Source: an optimization exercise on an open RTL-to-GDS flow (aim: small area). Production flows keep margins and buffers that such runs may drop.
Only simulation tests tie the RTL to the original design; equivalence was not proved.
No run shown here takes its clock network from TritonCTS; it comes from the design's own scripts or RTL.
The clock port is modelled as an ideal driver, which makes a skipped or thinned clock tree look cheaper than it is; a real chip needs a root buffer or a tree.
Power is estimated from default activity; no workload was simulated.

===== flow/clock_tree.tcl =====
# Rebuild the clock tree after CTS: remove the clock buffers CTS made, split
# the clock sinks by recursive bisection of their positions (in proportion to each side's share of the groups) into clk_nleaf
# groups, drive each group from a clk_leafbuf buffer at its centroid, and
# drive those from one clk_rootbuf buffer, which alone is on the clock port.
# Every sink is two equal buffers from the port, so the tree stays balanced.
set block [ord::get_db_block]
set db [ord::get_db]
set clknet [$block findNet clk]
# undo CTS: every clock buffer's output sinks go back onto clk
proc tree_bufs {net} {
  set r {}
  foreach it [$net getITerms] {
    set inst [$it getInst]
    if {[$it isInputSignal] && [string match *clkbuf* [[$inst getMaster] getName]]} {
      lappend r $inst
    }
  }
  return $r
}
set todo [tree_bufs $clknet]
while {[llength $todo]} {
  set inst [lindex $todo 0]; set todo [lrange $todo 1 end]
  set onet [[$inst findITerm X] getNet]
  lappend todo {*}[tree_bufs $onet]
  foreach it [$onet getITerms] {
    if {[$it getInst] ne $inst && ![string match *clkbuf* [[[$it getInst] getMaster] getName]]} {
      $it disconnect; $it connect $clknet
    }
  }
  odb::dbInst_destroy $inst
  odb::dbNet_destroy $onet
}
set sinks {}
foreach it [$clknet getITerms] { lappend sinks $it }
puts "clock sinks: [llength $sinks]"
proc center {it} {
  set bb [[$it getInst] getBBox]
  return [list [expr {([$bb xMin] + [$bb xMax]) / 2}] [expr {([$bb yMin] + [$bb yMax]) / 2}]]
}
# split the sinks into groups: recursive bisection along the longer side
proc bisect {sinks k} {
  if {$k <= 1} { return [list $sinks] }
  set xs {}; set ys {}
  foreach it $sinks { lassign [center $it] x y; lappend xs $x; lappend ys $y }
  set dx [expr {[tcl::mathfunc::max {*}$xs] - [tcl::mathfunc::min {*}$xs]}]
  set dy [expr {[tcl::mathfunc::max {*}$ys] - [tcl::mathfunc::min {*}$ys]}]
  set idx [expr {$dx >= $dy ? 0 : 1}]
  set keyed {}
  foreach it $sinks { lappend keyed [list [lindex [center $it] $idx] $it] }
  set keyed [lsort -integer -index 0 $keyed]
  set ka [expr {$k / 2}]
  set kb [expr {$k - $ka}]
  set h [expr {([llength $keyed] * $ka + $k / 2) / $k}]
  set a {}; set b {}
  foreach p [lrange $keyed 0 [expr {$h - 1}]] { lappend a [lindex $p 1] }
  foreach p [lrange $keyed $h end] { lappend b [lindex $p 1] }
  return [concat [bisect $a $ka] [bisect $b $kb]]
}
proc add_buf {name cell innet outnet x y} {
  set b [odb::dbInst_create [ord::get_db_block] [[ord::get_db] findMaster $cell] $name]
  [$b findITerm A] connect $innet
  [$b findITerm X] connect $outnet
  $b setLocation $x $y
  $b setPlacementStatus PLACED
  return $b
}
set rootnet [odb::dbNet_create $block clk_root]
$rootnet setSigType CLOCK
set gi 0; set rx 0; set ry 0
set groups [bisect $sinks $clk_nleaf]
foreach g $groups {
  set net [odb::dbNet_create $block clk_leaf_$gi]
  $net setSigType CLOCK
  set sx 0; set sy 0
  foreach it $g { lassign [center $it] x y; set sx [expr {$sx + $x}]; set sy [expr {$sy + $y}]; $it disconnect; $it connect $net }
  set x [expr {$sx / [llength $g]}]; set y [expr {$sy / [llength $g]}]
  add_buf clk_leaf_buf_$gi $clk_leafbuf $rootnet $net $x $y
  set rx [expr {$rx + $x}]; set ry [expr {$ry + $y}]
  incr gi
}
add_buf clk_root_buf $clk_rootbuf $clknet $rootnet [expr {$rx / $gi}] [expr {$ry / $gi}]
puts "clock tree: $clk_rootbuf root, $gi $clk_leafbuf leaves"
detailed_placement

===== constraint.sdc =====
create_clock -name core_clock -period 10.0 [get_ports {clk}]
set_input_delay 2.0000 -clock core_clock [delete_from_list [all_inputs] [get_ports {clk}]]
set_output_delay 2.0000 -clock core_clock [all_outputs]
set_load 0.01 [all_outputs]

===== flow/recover.tcl =====
# Downsize cells on paths with spare setup slack (area/power recovery).
repair_timing -recover_power 100 -verbose

===== design.v =====
module apwm (
    input  wire        clk,
    input  wire        rst_n,
    input  wire        op_cfg,
    input  wire        op_start,
    input  wire        op_setduty,
    input  wire        op_irqen,
    input  wire        op_irqclr,
    input  wire [31:0] op_data,
    output wire        pwm_out,
    output wire        irq
);
    reg        cfgd, run;            
    reg        wrap_if, wrap_ie;
    reg        pwm_lt;               
    reg [15:0] top, div, cc, cc_act, pre, ctr;
    wire uninit = ~cfgd;
    wire run_n  = run | (cfgd & op_start);
    wire [15:0] pre_inc, ctr_inc, pre_ne, ctr_ne, act_ne;
    wire [16:0] cp, cc_c;
    wire pre_end;
    assign cp[0]   = 1'b1;
    assign cc_c[0] = pre_end;
    genvar i;
    generate
        for (i = 0; i < 16; i = i + 1) begin : g_bit
            assign pre_inc[i] = pre[i] ^ cp[i];
            assign cp[i+1]    = pre[i] & cp[i];
            assign pre_ne[i]  = pre_inc[i] ^ div[i];
            assign ctr_inc[i] = ctr[i] ^ cc_c[i];
            assign cc_c[i+1]  = ctr[i] & cc_c[i];
            assign ctr_ne[i]  = ctr_inc[i] ^ top[i];
            assign act_ne[i]  = ctr_inc[i] ^ cc_act[i];
        end
    endgenerate
    assign pre_end = ~|pre_ne;
    wire   ctr_end = ~|ctr_ne;
    wire   wrap    = run_n & pre_end & ctr_end;
    wire   cc_hi   = |cc[15:1];
    wire   cc_nz   = cc_hi | cc[0];
    always @(posedge clk or negedge rst_n) begin
        if (!rst_n) begin
            cfgd    <= 1'b0;
            run     <= 1'b0;
            wrap_if <= 1'b0;
            wrap_ie <= 1'b0;
        end else begin
            if (uninit && op_cfg && op_data[15:0] != 16'd0 && op_data[31:16] != 16'd0)
                cfgd <= 1'b1;
            run <= run_n;
            if (op_irqen && cfgd)
                wrap_ie <= op_data[0];
            if (wrap)
                wrap_if <= 1'b1;
            else if (op_irqclr)
                wrap_if <= 1'b0;
        end
    end
    always @(posedge clk) begin
        if (uninit) begin
            top <= op_data[15:0];
            div <= op_data[31:16];
        end
        cc  <= uninit ? 16'd0 : (op_setduty ? op_data[15:0] : cc);
        pre <= (!run_n || pre_end) ? 16'd0 : pre_inc;
        ctr <= (!run_n || wrap) ? 16'd0 : ctr_inc;
        if (!run || wrap)
            cc_act <= cc;
        if (!run || wrap)
            pwm_lt <= cc_nz & ~(~run & pre_end & ~ctr_end & ~cc_hi);
        else if (pre_end && !(|act_ne))
            pwm_lt <= 1'b0;
    end
    assign pwm_out = run & pwm_lt;
    assign irq     = wrap_if & wrap_ie;
endmodule
module btn #(
    parameter HAS_PLAY = 1
) (
    input  wire       clk,
    input  wire       rst_n,
    input  wire       sample,
    input  wire       pin_n,
    input  wire       clear,
    output wire       edge_o,
    output wire       level,
    output wire       pressed,
    output wire [1:0] play
);
    reg s1, s2, level_r, pressed_r, paused;
    wire hit = sample & s2 & ~level_r;
    always @(posedge clk or negedge rst_n) begin
        if (!rst_n) begin
            s1        <= 1'b0;
            s2        <= 1'b0;
            level_r   <= 1'b0;
            pressed_r <= 1'b0;
            paused    <= 1'b0;
        end else begin
            if (sample) begin
                s2      <= s1;
                s1      <= ~pin_n;
                level_r <= s2;
            end
            if (hit)
                pressed_r <= 1'b1;
            else if (clear)
                pressed_r <= 1'b0;
            if (HAS_PLAY && hit)
                paused <= ~paused;
        end
    end
    assign edge_o  = hit;
    assign level   = level_r;
    assign pressed = pressed_r;
    assign play    = HAS_PLAY ? {paused, ~paused} : 2'd0;
endmodule
module core_irq (
    input  wire clk,
    input  wire rst_n,
    input  wire irq_in,
    input  wire op_wfi,
    input  wire op_csenter,
    input  wire op_csexit,
    input  wire cs_bit,
    input  wire op_irqret,
    output wire imask,
    output wire inh,
    output wire waiting
);
    reg imask_r, inh_r, waiting_r;
    wire entry = irq_in & ~imask_r & ~inh_r;
    always @(posedge clk or negedge rst_n) begin
        if (!rst_n) begin
            imask_r   <= 1'b0;
            inh_r     <= 1'b0;
            waiting_r <= 1'b0;
        end else begin
            if (op_csenter)
                imask_r <= 1'b1;
            else if (op_csexit)
                imask_r <= cs_bit;
            if (entry)
                inh_r <= 1'b1;
            else if (op_irqret && inh_r)
                inh_r <= 1'b0;
            if (op_wfi)
                waiting_r <= 1'b1;
            else if (op_irqret && inh_r)
                waiting_r <= 1'b0;
        end
    end
    assign imask   = imask_r;
    assign inh     = inh_r;
    assign waiting = waiting_r;
endmodule
module dropstick_corea (
    input  wire        clk,
    input  wire        rst_n,
    input  wire        op_cfg,
    input  wire        op_start,
    input  wire        op_setduty,
    input  wire        op_irqen,
    input  wire        op_irqclr,
    input  wire [31:0] op_data,
    output wire        pwm_out,
    output wire        irq,
    input  wire        btn0_pin_n,
    input  wire        btn0_sample,
    input  wire        btn0_clear,
    output wire        btn0_edge,
    output wire        btn0_level,
    output wire        btn0_pressed,
    output wire [1:0]  btn0_play,
    input  wire        btn1_pin_n,
    input  wire        btn1_sample,
    input  wire        btn1_clear,
    output wire        btn1_edge,
    output wire        btn1_level,
    output wire        btn1_pressed,
    input  wire        core_wfi,
    input  wire        core_csenter,
    input  wire        core_csexit,
    input  wire        core_cs_bit,
    input  wire        core_irqret,
    output wire        core_imask,
    output wire        core_inh,
    output wire        core_waiting
);
    wire [1:0] btn1_play_unused;
    apwm u_apwm (
        .clk(clk), .rst_n(rst_n),
        .op_cfg(op_cfg), .op_start(op_start), .op_setduty(op_setduty),
        .op_irqen(op_irqen), .op_irqclr(op_irqclr), .op_data(op_data),
        .pwm_out(pwm_out), .irq(irq)
    );
    btn #(.HAS_PLAY(1)) u_btn0 (
        .clk(clk), .rst_n(rst_n),
        .sample(btn0_sample), .pin_n(btn0_pin_n), .clear(btn0_clear),
        .edge_o(btn0_edge), .level(btn0_level), .pressed(btn0_pressed),
        .play(btn0_play)
    );
    btn #(.HAS_PLAY(0)) u_btn1 (
        .clk(clk), .rst_n(rst_n),
        .sample(btn1_sample), .pin_n(btn1_pin_n), .clear(btn1_clear),
        .edge_o(btn1_edge), .level(btn1_level), .pressed(btn1_pressed),
        .play(btn1_play_unused)
    );
    core_irq u_core (
        .clk(clk), .rst_n(rst_n), .irq_in(irq),
        .op_wfi(core_wfi), .op_csenter(core_csenter), .op_csexit(core_csexit),
        .cs_bit(core_cs_bit), .op_irqret(core_irqret),
        .imask(core_imask), .inh(core_inh), .waiting(core_waiting)
    );
endmodule

===== flow/post_cts.tcl =====
# After CTS: replace the tree CTS built with a fixed two-level tree, then
# recover area on paths with spare slack and downsize cells (downsize.tcl).
set here [file dirname [info script]]
set clk_rootbuf sky130_fd_sc_hd__clkbuf_4
set clk_leafbuf sky130_fd_sc_hd__clkbuf_8
set clk_nleaf 7
source $here/clock_tree.tcl
estimate_parasitics -placement
report_clock_skew
source $here/recover.tcl
source $here/downsize.tcl

===== flow/downsize.tcl =====
# Swap each combinational cell of drive strength 2 or more for the smallest
# cell with the same function (same name up to the drive suffix), and keep
# the swap only if the setup slack stays at least 0.2 ns and the counts of
# slew and capacitance violations do not grow. Clock buffers, port buffers
# and flip-flops are left alone.
estimate_parasitics -placement
set ::ds_lib_cells {}
foreach lc [get_lib_cells sky130_fd_sc_hd__*] { lappend ::ds_lib_cells [get_name $lc] }
proc smallest_same {m} {
  if {![regexp {^(sky130_fd_sc_hd__[a-z0-9]+)_([0-9]+)$} $m -> base drive]} { return "" }
  if {$drive < 2} { return "" }
  foreach d {0 1} {
    set c ${base}_$d
    if {[lsearch -exact $::ds_lib_cells $c] >= 0 && [lsearch -exact $::env(DONT_USE_CELLS) $c] < 0} { return $c }
  }
  return ""
}
# no worse than before the swaps: setup slack of at least 0.2 ns and no more
# slew or capacitance violations (as estimated from placement)
set ::ds_slew0 [sta::max_slew_violation_count]
set ::ds_cap0 [sta::max_capacitance_violation_count]
proc design_ok {} {
  if {[sta::worst_slack_cmd max] < 0.2e-9} { return 0 }
  if {[sta::max_slew_violation_count] > $::ds_slew0} { return 0 }
  if {[sta::max_capacitance_violation_count] > $::ds_cap0} { return 0 }
  return 1
}
set swapped 0
foreach inst [get_cells *] {
  set m [get_property $inst ref_name]
  if {[string match *clkbuf* $m] || [string match *df* $m] || [string match *buf_* $m]} { continue }
  set to [smallest_same $m]
  if {$to eq ""} { continue }
  replace_cell $inst $to
  estimate_parasitics -placement
  if {[design_ok]} { incr swapped } else { replace_cell $inst $m; estimate_parasitics -placement }
}
puts "downsize: swapped $swapped cells"
detailed_placement

===== config.mk =====
export PLATFORM = sky130hd
export DESIGN_NAME = dropstick_corea
export DESIGN_NICKNAME = dropstick_corea
export VERILOG_FILES = /design/flow/design.v
export SDC_FILE = /design/flow/constraint.sdc
export NUM_CORES = 4
export LEC_CHECK = 0
export CAP_MARGIN = 20
export CORE_MARGIN = 2
export CORE_UTILIZATION = 40
export SLEW_MARGIN = 20

===== standard.sh =====
#!/bin/bash
# synth_recipe.tcl (not shown) runs the flow's synth.tcl, then flattens the netlist and writes it again
# the make line also repeats each setting of config.mk as NAME=value (left out here)
make -C /OpenROAD-flow-scripts/flow DESIGN_CONFIG=/design/flow/config.mk WORK_HOME=/design/flow/orfs CLKGATE_MAP_FILE= SYNTH_SCRIPT=/design/flow/synth_recipe.tcl "${@:-finish}"

===== flow/run.sh =====
#!/bin/bash
# Own layout flow: the standard flow (standard.sh, which runs the standard
# synthesis unchanged), with
#  - the port buffers made of the smallest buffer cell instead of clkdlybuf4s50_1,
#  - after CTS, the clock tree rebuilt as one clkbuf_4 root driving seven
#    clkbuf_8 leaves (post_cts.tcl, clock_tree.tcl),
#  - cells on paths with spare slack downsized after placement and after CTS
#    (recover.tcl), and after CTS every cell of drive 2 or more swapped for its
#    smallest version where timing allows (downsize.tcl).
# Each tool's full output goes to ORFS's own logs (orfs/logs/...), and
# standard.sh's output to flow_standard.log in the work folder.
set -uo pipefail
here=$(cd "$(dirname "$0")" && pwd)
export BUFFER_PORTS_ARGS="-buffer_cell sky130_fd_sc_hd__buf_1"
export CTS_ARGS="-sink_clustering_enable -repair_clock_nets -buf_list sky130_fd_sc_hd__clkbuf_8 -dont_use_dummy_load"
export POST_RESIZE_TCL="$here/recover.tcl"
export POST_CTS_TCL="$here/post_cts.tcl"
bash standard.sh > flow_standard.log 2>&1

==> results of run 1 <==
-- cells in the mapped netlist, types with 2 or more instances --
cell type and count:
dfrtp_1 16, nand2_1 7, xor2_1 12, edfxtp_1 49, o22ai_1 3, mux2i_1 18
a21oi_1 2, nor3_1 4, nand4_1 9, clkbuf_1 5, and3_1 16, xnor2_1 39
nor4_1 14, nand3_1 4, dfxtp_1 48, nor2_1 20, inv_1 10, o21ai_0 2
mux2_2 3, ha_1 29, and2_1 17
-- report_power, final --
group	switching, W	internal [W]	total (W)
Combinational	0.0000503	0.0000450	0.0000953
Sequential	0.0000146	0.000510	0.000525
Clock	0.000133	0.0000673	0.000201
Total	0.000198	0.000623	0.000821
-- layer usage --
metal / share of wire (%) / wire length [um]
met1: 46 / 3880
met2: 49 / 4080
met3: 3.5 / 296
met4: 1.6 / 132
met5: 0 / 0
-- layout make-up --
cell class / count / area (um2) / area share (%)
Buffer: 8 / 104 / 2.05
Sequential cell: 113 / 2830 / 56.0
Timing Repair Buffer: 63 / 239 / 4.72
Multi-Input combinational cell: 214 / 1670 / 32.9
Inverter: 11 / 41.3 / 0.816
Tap cell: 143 / 179 / 3.54
-- kinds of logic after synthesis --
kind of cell / count (synthesis) / synth area share (%)
flops: 113 / 61.4
buf+inv: 18 / 1.71
fa+ha+maj: 29 / 7.86
compound gates: 14 / 2.30
simple gates: 99 / 12.4
xor+xnor: 51 / 9.68
mux: 21 / 4.64
-- state kept, by name, indices dropped and copies added, names as in the netlist, 16 cells and up --
register,count
u_apwm.cc,16
u_apwm.cc_act,16
u_apwm.ctr,16
u_apwm.div,16
u_apwm.pre,16
u_apwm.top,16
-- worst max-delay path by stage --
stage | depth (start not counted) | slack (ns) | end | from
floorplan | 38 | 1.85 | u_apwm.cc_act[0] | u_apwm.pre[0]
global placement | 37 | 1.21 | u_apwm.cc_act[12] | u_apwm.pre[0]
detailed placement | 37 | 0.61 | u_apwm.cc_act[14] | u_apwm.pre[0]
global route | 37 | 0.16 | u_apwm.cc_act[14] | u_apwm.pre[0]
finish | 37 | 0.77 | u_apwm.cc_act[14] | u_apwm.pre[0]
-- through the flow --
| step | hold slack, ns | power, W | util (%) | worst slack, ns |
|---|---|---|---|---|
| after detailed placement | 0.453 | 0.000634 | 43.9 | 0.612 |
| after global placement | 0.455 | 0.000632 | 44.1 | 1.21 |
| after global routing | 0.497 | 0.000863 | 44.7 | 0.161 |
| after floorplan | 0.430 | 0.000602 | - | 1.85 |
| final | 0.485 | 0.000821 | 44.7 | 0.770 |
==> flow_summary.json, run 1 <==
{
  "status": "timing/DRC/antenna clean",
  "grt-busiest-layer": "met2",
  "synth.area.top_cells": "edfxtp_1, dfxtp_1, dfrtp_1",
  "clock-sinks": 113,
  "slowest_stage": "nand2_1",
  "die_h_um": 111,
  "arrival_ns": 9.33,
  "seq_area_frac_synth_pct": 61.4,
  "overflow": 0,
  "numPortBuffers": 62,
  "synth-main-ff-cell": "edfxtp_1",
  "dpl.hpwl_um": 6500,
  "critPathMaxStageDelay_ns": 0.75,
  "ys_ff_latch": 113,
  "min-delay-start": "u_apwm.cc[9]",
  "critPathTopFamily": "adder cells",
  "r2r_end": "u_apwm.cc_act[14]",
  "syn_area_per_cell_um2": 13.4,
  "clkLatencyLatePin_ns": 0.46,
  "fin_cells": 552,
  "grt_start_max_net_pins": 34,
  "ant_nets": 0,
  "finalHoldViolCount": 0,
  "clock_skew_ns": 0.0117,
  "cellLeakagePower_nw": 2.02,
  "placed_cell_area_um2": 4970,
  "ff2ff_path_depth": 37,
  "met1_usage_pct": 18.7,
  "grt_pass1_vias": 2868,
  "rows": 39,
  "timing.final.max_slew_violations": 0,
  "hold_depth": 0,
  "antenna_cells": 0,
  "synth_edf_count": 49,
  "max-vdd-ir-drop_v": 0.0000989,
  "critPathRequiredTime_ns": 10.10,
  "async_reset_ff_share_pct": 14.2,
  "final_common_cell": "buf_1",
  "synth_top_cell_by_area": "edfxtp_1",
  "drive_gt1_share_pct": 2.44,
  "grt_pass1_wl_um": 14100,
  "routabilityCongestion": 0.786,
  "path_max_fanout": 19,
  "start_util_pct": 40.8,
  "wirelength_um": 8390,
  "crit_type": "reg -> reg",
  "p_per_area_nw_per_um2": 162,
  "setup_tns_ns": 0,
  "min_period_ns": 9.23,
  "synth_top_area_share_pct": 31.9,
  "r2r_start": "u_apwm.pre[0]",
  "cp-start-kind": "flip-flop",
  "setup_viol": 0,
  "hp-class": "reg -> reg",
  "slew_headroom_pct": 39.4,
  "synth_nets": 424,
  "synth_area_um2": 4610,
  "fillCellCount": 1061,
  "die_area_um2": 12400,
  "clk_pin_slew_ns": 0.11,
  "rsz0062_at_grt": "false",
  "drt_iter0_markers": 138,
  "syn_to_final_growth_pct": 9.68,
  "synthCells": 345,
  "wl_per_cell_um": 15.2,
  "grt.total_usage_pct": 13.8,
  "final_area_um2": 5060,
  "gr-usage-met3_pct": 2.40,
  "core-area_um2": 11300,
  "tightest_slew_ns": 0.909,
  "critical-path-top-cell-by-count": "ha_1",
  "first_pass_iters": 4,
  "drt-vias-per-instance": 4.94,
  "cap_violations": 0,
  "die_w_um": 111,
  "antenna_found_initial": 0,
  "dp_cells": 544,
  "ios": 63,
  "synthDistinctLibCells": 39,
  "use_met2_pct": 23.8,
  "min_to": "u_apwm.cc_act[9]",
  "vias": 2727,
  "final_cell_mix": "buf_1, edfxtp_1, dfxtp_1",
  "drcViolationCount": 0,
  "fin_crit_sh_pct": 92.3,
  "fin_nets": 490,
  "cp_num_buf_inv": 0,
  "clock.fmax_mhz": 108,
  "yosys_warnings": 4,
  "crit_path_end_kind": "flip-flop",
  "reg2reg_slack_ns": 0.77
}
==> inputs of run 2 (changes only) <==
--- a/flow/run.sh
+++ b/flow/run.sh
@@ -2,7 +2,7 @@
 # Own layout flow: the standard flow (standard.sh, which runs the standard
 # synthesis unchanged), with
 #  - the port buffers made of the smallest buffer cell instead of clkdlybuf4s50_1,
-#  - after CTS, the clock tree rebuilt as one clkbuf_4 root driving seven
+#  - after CTS, the clock tree rebuilt as one clkbuf_4 root driving six
 #    clkbuf_8 leaves (post_cts.tcl, clock_tree.tcl),
 #  - cells on paths with spare slack downsized after placement and after CTS
 #    (recover.tcl), and after CTS every cell of drive 2 or more swapped for its
--- a/flow/post_cts.tcl
+++ b/flow/post_cts.tcl
@@ -3,7 +3,7 @@
 set here [file dirname [info script]]
 set clk_rootbuf sky130_fd_sc_hd__clkbuf_4
 set clk_leafbuf sky130_fd_sc_hd__clkbuf_8
-set clk_nleaf 7
+set clk_nleaf 6
 source $here/clock_tree.tcl
 estimate_parasitics -placement
 report_clock_skew
==> flow_summary.json, run 2 <==
{
  "finalHoldViolCount": 0,
  "crit_type": "reg -> reg",
  "p_per_area_nw_per_um2": 160,
  "setup_tns_ns": 0,
  "dp_cells": 544,
  "core-area_um2": 11300,
  "cellLeakagePower_nw": 2.01,
  "ant_nets": 0,
  "fin_cells": 551,
  "die_h_um": 111,
  "fin_nets": 489,
  "critPathRequiredTime_ns": 10.07,
  "path_max_fanout": 19,
  "pwr-share-seq_pct": 65.0,
  "placed_cell_area_um2": 4970,
  "drive_gt1_share_pct": 2.21,
  "seq_area_frac_synth_pct": 61.4,
  "multi_input_comb_area_um2": 1670,
  "slew_headroom_pct": 40.2,
  "drt-vias-per-instance": 4.95,
  "grt.total_usage_pct": 13.8,
  "start_util_pct": 40.8,
  "combPwrFrac_pct": 11.8,
  "critPathMaxStageDelay_ns": 0.75,
  "fin_util_pct": 44.6,
  "max-vdd-ir-drop_v": 0.000119,
  "ys_ff_latch": 113,
  "critical-path-top-cell-by-count": "ha_1",
  "synth_most_common_cell": "edfxtp_1",
  "clockPowerShare_pct": 23.3,
  "crit_start": "u_apwm.pre[0]",
  "overflow": 0,
  "synth_nets": 424,
  "grt_pass1_vias": 2856,
  "netSwitchingPower_w": 0.000194,
  "die_w_um": 111,
  "status": "timing/DRC/antenna clean",
  "synth_top_area_share_pct": 31.9,
  "final_common_cell": "buf_1",
  "grt_start_max_net_pins": 34,
  "numPortBuffers": 62,
  "synth_common_cells": "edfxtp_1, dfxtp_1, xnor2_1",
  "arrival_ns": 9.29,
  "clk_pin_slew_ns": 0.11,
  "switching_share_pct": 23.9,
  "drcViolationCount": 0,
  "synth_top_cell_by_area": "edfxtp_1",
  "synth-main-ff-cell": "edfxtp_1",
  "fin_crit_sh_pct": 92.2,
  "ios": 63,
  "first_pass_iters": 4,
  "crit_end": "u_apwm.cc_act[7]",
  "fin_total_pwr_w": 0.000808,
  "syn_area_per_cell_um2": 13.4,
  "clkLatencyLatePin_ns": 0.43,
  "cap_violations": 0,
  "crit_path_end_kind": "flip-flop",
  "hp-class": "reg -> reg",
  "synthDistinctLibCells": 39,
  "wl_per_cell_um": 15.1,
  "syn_to_final_growth_pct": 9.38,
  "r2r_start": "u_apwm.pre[0]",
  "clock.fmax_mhz": 108,
  "cp-start-kind": "flip-flop",
  "antenna_cells": 0,
  "r2r_end": "u_apwm.cc_act[7]",
  "synthCells": 345,
  "final_area_um2": 5050,
  "setup_viol": 0,
  "reg2reg_slack_ns": 0.78,
  "yosys_warnings": 4,
  "routabilityCongestion": 0.786,
  "tightest_slew_ns": 0.898,
  "p_int_w": 0.000615,
  "min_period_ns": 9.22,
  "synth_area_um2": 4610,
  "fillCellCount": 1065,
  "timing.final.max_slew_violations": 0,
  "grt_pass1_wl_um": 14000,
  "synth.area.top_cells": "edfxtp_1, dfxtp_1, dfrtp_1",
  "rows": 39,
  "ff2ff_path_depth": 37,
  "async_reset_ff_share_pct": 14.2,
  "dpl.hpwl_um": 6500,
  "die_area_um2": 12400,
  "clock-sinks": 113,
  "seqCellArea_um2": 2830,
  "clock_skew_ns": 0.00529,
  "wirelength_um": 8340,
  "final_cell_mix": "buf_1, edfxtp_1, dfxtp_1",
  "synth_edf_count": 49,
  "vias": 2725,
  "rsz0062_at_grt": "false",
  "slowest_stage": "nand2_1",
  "drt_iter0_markers": 149,
  "antenna_found_initial": 0
}
-- run 2: cell counts after synthesis --
No cell type changed its count.
-- run 2: cells by family after synthesis --
group,count (synthesis),share of synthesized area (%)
flops,113,61.4
mux,21,4.64
compound gates,14,2.30
xor+xnor,51,9.68
buf+inv,18,1.71
fa+ha+maj,29,7.86
simple gates,99,12.4
-- run 2: worst min path at each step --
stage	startpoint	end	slack, ns	cells past startpoint
2_1_floorplan	u_apwm.cc[1]	u_apwm.cc_act[1]	0.43	0
3_3_place_gp	u_apwm.cc[8]	u_apwm.cc_act[8]	0.46	0
3_5_place_dp	u_apwm.cc[0]	u_apwm.cc_act[0]	0.45	0
5_1_grt	u_apwm.cc[6]	u_apwm.cc_act[6]	0.50	0
6_report	u_apwm.cc[9]	u_apwm.cc_act[9]	0.49	0
-- run 2: power by group through the flow --
stage                     registers, W  clock network, W  logic [W]
final                         0.000525          0.000188  0.0000950
after global routing          0.000528          0.000214   0.000110
after global placement        0.000535                 0  0.0000969
after detailed placement      0.000536                 0  0.0000981
after floorplan               0.000532                 0  0.0000693
-- run 2: stage by stage --
| stage | hold WS [ns] | worst slack [ns] |
|---|---|---|
| floorplan | 0.430 | 1.85 |
| global placement | 0.455 | 1.21 |
| detailed placement | 0.453 | 0.612 |
| global route | 0.504 | 0.164 |
| finish | 0.488 | 0.780 |
-- run 2: critical path: cells and delay by family, from the launching register on --
family                   cells  cell delay [ns]
XOR/XNOR                     3             0.59
adder cells (fa/ha/maj)     29             5.89
flip-flops                   1             0.36
AND/OR/NAND/NOR              5             2.01
-- run 2: final cells by class --
cell class              instances  share of cell area, %
plain buffers                   7                   1.78
inverters                      11                  0.818
multi-input cells             214                   33.0
flip-flops and latches        113                   56.1
well taps                     143                   3.54
repair buffers                 63                   4.73
-- run 2: routing by layer --
layer / wire length [um] / part of all wire (%) / vias up / global-route usage, %
met5: 0 / 0 / - / 0
met3: 302 / 3.6 / 5 / 2.40
met1: 3890 / 47 / 1320 / 18.9
met2: 4070 / 49 / 41 / 23.6
met4: 81 / 0.97 / 0 / 1.98
li1: - / - / 1359 / -

## re-timing with driven ports
In the flow no input, the clock included, has a driving cell. The finished layouts below were timed again as built, in two steps.
Step 1 assumes that a clkbuf_16 drives the clock port and a buf_2 every other input.
Step 2 adds t to the input delays and takes it off the output delays; t is the mean of the earliest and latest rising clock arrival at the registers after step 1. Input paths then give back, and output paths get back, about the clock's delay inside the block.
Three values: ideal, step 1, step 2; two values: the first two.
run | t, ns | slack for setup (ns) | pins driven straight from the clock port
run 1 | 0.489 | 0.770 / 0.770 / 0.770 | 1
run 2 | 0.456 | 0.780 / 0.780 / 0.780 | 1
After both steps every run listed still meets setup and hold.
